Background: an optimization exercise with open tools, aiming at small area. Do not read the settings as production practice.
Function was checked by simulation only, so behaviour that the tests miss may differ from the original.
No activity file was given, so power comes from the tool's default toggle rates.

// spark16_core
module spark16_core (
    input  wire        clk,
    input  wire        rst,           
    input  wire        load,
    input  wire [15:0] load_start,
    input  wire [15:0] load_len,
    output reg         mem_valid,
    output reg         mem_we,
    output reg  [15:0] mem_addr,
    output reg  [15:0] mem_wdata,
    input  wire        mem_ready,
    input  wire [15:0] mem_rdata,
    output wire        halted,
    output wire        faulted,
    output wire [2:0]  fault_kind,
    input  wire [3:0]  dbg_sel,
    output reg  [15:0] dbg_data
);
    localparam [3:0] S_CLR  = 4'd0;    
    localparam [3:0] S_LDP  = 4'd1;    
    localparam [3:0] S_CHK  = 4'd2;    
    localparam [3:0] S_EX1  = 4'd3;    
    localparam [3:0] S_EXJ  = 4'd4;    
    localparam [3:0] S_EXL  = 4'd5;    
    localparam [3:0] S_EXR  = 4'd6;    
    localparam [3:0] S_FET  = 4'd8;
    localparam [3:0] S_DEC  = 4'd9;
    localparam [3:0] S_MEM  = 4'd10;
    localparam [3:0] S_ROT  = 4'd11;
    localparam [3:0] S_DONE = 4'd12;
    reg [15:0] rf [1:7];
    reg [15:0] pc, sp, pe, ps;
    reg        fz, fc, fn, fv;
    reg        halt_q;
    reg [2:0]  fault_q;
    reg [15:0] ir;
    reg [3:0]  aux;           
    reg        sfault;        
    reg        c;             
    reg        ic;            
    reg        gt, all1;      
    reg [3:0]  cnt;
    reg [3:0]  state;
    assign halted     = halt_q;
    assign fault_kind = fault_q;
    assign faulted    = (fault_q != 3'd0);
    wire pass = ~state[3];
    wire done = (state == S_DONE);
    wire t0   = (cnt == 4'd0);
    wire [3:0] op   = ir[15:12];
    wire [2:0] f    = ir[2:0];
    wire [3:0] sub  = ir[11:8];
    wire [2:0] esel = ir[7:5];
    wire op0 = (op == 4'h0);
    wire op1 = (op == 4'h1);
    wire opF = (op == 4'hF);
    wire is_sh   = op0 & f[2] & f[1];
    wire is_shl  = is_sh & ~f[0];
    wire is_ldr  = op1 & (f == 3'd0);
    wire is_str  = op1 & (f == 3'd1);
    wire is_cmp  = op1 & (f == 3'd2);
    wire is_ret  = op1 & (f == 3'd3);
  ...
Size: ~1200 cells after synthesis, about 110 I/O pins, ~0.013 sq mm of cells after synthesis.
==> flow/config.mk <==
export PLATFORM = sky130hd
export DESIGN_NAME = spark16_core
export DESIGN_NICKNAME = spark16_core
export VERILOG_FILES = /design/flow/design.v
export SDC_FILE = /design/flow/constraint.sdc
export NUM_CORES = 4
export LEC_CHECK = 0
export CAP_MARGIN = 20
export CORE_MARGIN = 2
export CORE_UTILIZATION = 60
export CTS_BUF_LIST = sky130_fd_sc_hd__clkbuf_16
export CTS_CLUSTER_DIAMETER = 120
export CTS_CLUSTER_SIZE = 24
export SLEW_MARGIN = 20
==> flow/constraint.sdc <==
create_clock -name core_clock -period 10.0 [get_ports {clk}]
set_input_delay 2.0000 -clock core_clock [delete_from_list [all_inputs] [get_ports {clk}]]
set_output_delay 2.0000 -clock core_clock [all_outputs]
set_load 0.01 [all_outputs]
standard.sh (not shown) runs the stock make flow with config.mk's settings and CLKGATE_MAP_FILE= SYNTH_SCRIPT=/design/flow/synth_recipe.tcl, a recipe that flattens the netlist after the stock synthesis.
==> flow/flow/run.sh <==
#!/bin/bash
# The standard layout (the standard.sh: ORFS synthesis through finish), with the
# port buffers that global placement inserts made from the smallest buffer cell.
set -euo pipefail
bash standard.sh "BUFFER_PORTS_ARGS=-buffer_cell sky130_fd_sc_hd__buf_1" finish > standard_flow.log 2>&1
The baseline completed without violations.
Change:
==> flow/run.sh (new file) <==
#!/bin/bash
# synth_recipe.tcl (not shown) runs the flow's synth.tcl, then flattens the netlist and writes it again
# the make line also repeats each setting of config.mk as NAME=value (left out here)
make -C /OpenROAD-flow-scripts/flow DESIGN_CONFIG=/design/flow/config.mk WORK_HOME=/design/flow/orfs CLKGATE_MAP_FILE= SYNTH_SCRIPT=/design/flow/synth_recipe.tcl finish
--- a/flow/config.mk
+++ b/flow/config.mk
@@ -8,7 +8,4 @@
 export CAP_MARGIN = 20
 export CORE_MARGIN = 2
-export CORE_UTILIZATION = 60
-export CTS_BUF_LIST = sky130_fd_sc_hd__clkbuf_16
-export CTS_CLUSTER_DIAMETER = 120
-export CTS_CLUSTER_SIZE = 24
+export CORE_UTILIZATION = 40
 export SLEW_MARGIN = 20
removed: flow/flow/run.sh
removed: flow/standard.sh
Clock skew came out lower by 0.016 ns; die area rose by well over a third; hold slack got worse by 0.0054 ns; critical path depth is lower by 11.
Change:
==> flow/flow/run.sh (new file) <==
#!/bin/bash
# Own layout flow: the standard layout (standard.sh, ORFS synthesis to finish) with two
# changes that only affect how the layout is made:
#  - synthesis: synth_recipe.tcl unchanged, except that Yosys's abc call (the mapping of the
#    combinational logic, after the registers are mapped) uses the area-oriented script
#    flow/abc_area.script instead of ORFS's speed script;
#  - the port buffers that global placement inserts use the smallest buffer cell.
# Every tool's output goes to standard_flow.log here; ORFS's own logs are under orfs/logs.
set -euo pipefail
W=$(pwd)
{
  cat <<EOT
proc abc {args} {
  set out {}
  set skip 0
  foreach a \$args {
    if {\$skip} { lappend out $W/flow/abc_area.script; set skip 0; continue }
    if {\$a eq "-script"} { lappend out \$a; set skip 1; continue }
    lappend out \$a
  }
  yosys abc {*}\$out
}
EOT
  cat synth_recipe.tcl
} > own_synth.tcl
bash standard.sh "SYNTH_SCRIPT=$W/own_synth.tcl" \
  "BUFFER_PORTS_ARGS=-buffer_cell sky130_fd_sc_hd__buf_1" finish > standard_flow.log 2>&1
==> flow/flow/abc_area.script (new file) <==
strash
&get -n
&fraig -x
&put
scorr
dc2
strash
&get -n
&dch -f
&nf -R 1000
&st
&dch -f
&nf -R 1000
&put
==> flow/standard.sh (new file) <==
#!/bin/bash
# synth_recipe.tcl (not shown) runs the flow's synth.tcl, then flattens the netlist and writes it again
# the make line also repeats each setting of config.mk as NAME=value (left out here)
make -C /OpenROAD-flow-scripts/flow DESIGN_CONFIG=/design/flow/config.mk WORK_HOME=/design/flow/orfs CLKGATE_MAP_FILE= SYNTH_SCRIPT=/design/flow/synth_recipe.tcl "${@:-finish}"
--- a/flow/config.mk
+++ b/flow/config.mk
@@ -8,4 +8,7 @@
 export CAP_MARGIN = 20
 export CORE_MARGIN = 2
-export CORE_UTILIZATION = 40
+export CORE_UTILIZATION = 60
+export CTS_BUF_LIST = sky130_fd_sc_hd__clkbuf_16
+export CTS_CLUSTER_DIAMETER = 120
+export CTS_CLUSTER_SIZE = 24
 export SLEW_MARGIN = 20
removed: flow/run.sh
Result:
- power came out lower by 15%
- setup slack is worse by 0.22 ns
- clock-buffer cell count came out lower by 18
- synthesized area came out lower by 14%

separate check: timing with driven ports:
No port has a modelled driver above. Below, the same layouts with a new extraction and two added sets of constraints. Step 1 (the two cells are an assumption about what drives the block):
set clk [get_ports {clk}]
set_driving_cell -lib_cell sky130_fd_sc_hd__clkbuf_16 $clk
set_driving_cell -lib_cell sky130_fd_sc_hd__buf_2 [delete_from_list [all_inputs] $clk]
Step 2, shift: input delay + t, output delay - t, t = (earliest + latest rising clock arrival at the registers) / 2. This alone moves slack from input paths to output paths. a / b / c = ideal ports / drivers / drivers and shift; a / b = the first two.
run | t (ns) | slack for setup (ns) | worst register clock-pin slew, ns
the first run | 0.534 | 2.302 / 2.334 / 1.800 | 0.11 / 0.11
the second run | 0.583 | 1.697 / 1.675 / 1.540 | 0.07 / 0.07
the third run | 0.516 | 1.474 / 1.474 / 1.474 | 0.11 / 0.11
After both steps setup and hold are still met in every run listed. The setup slack of the first run, which loses most, moves by +0.032 ns with the drivers and by -0.502 ns with both steps.
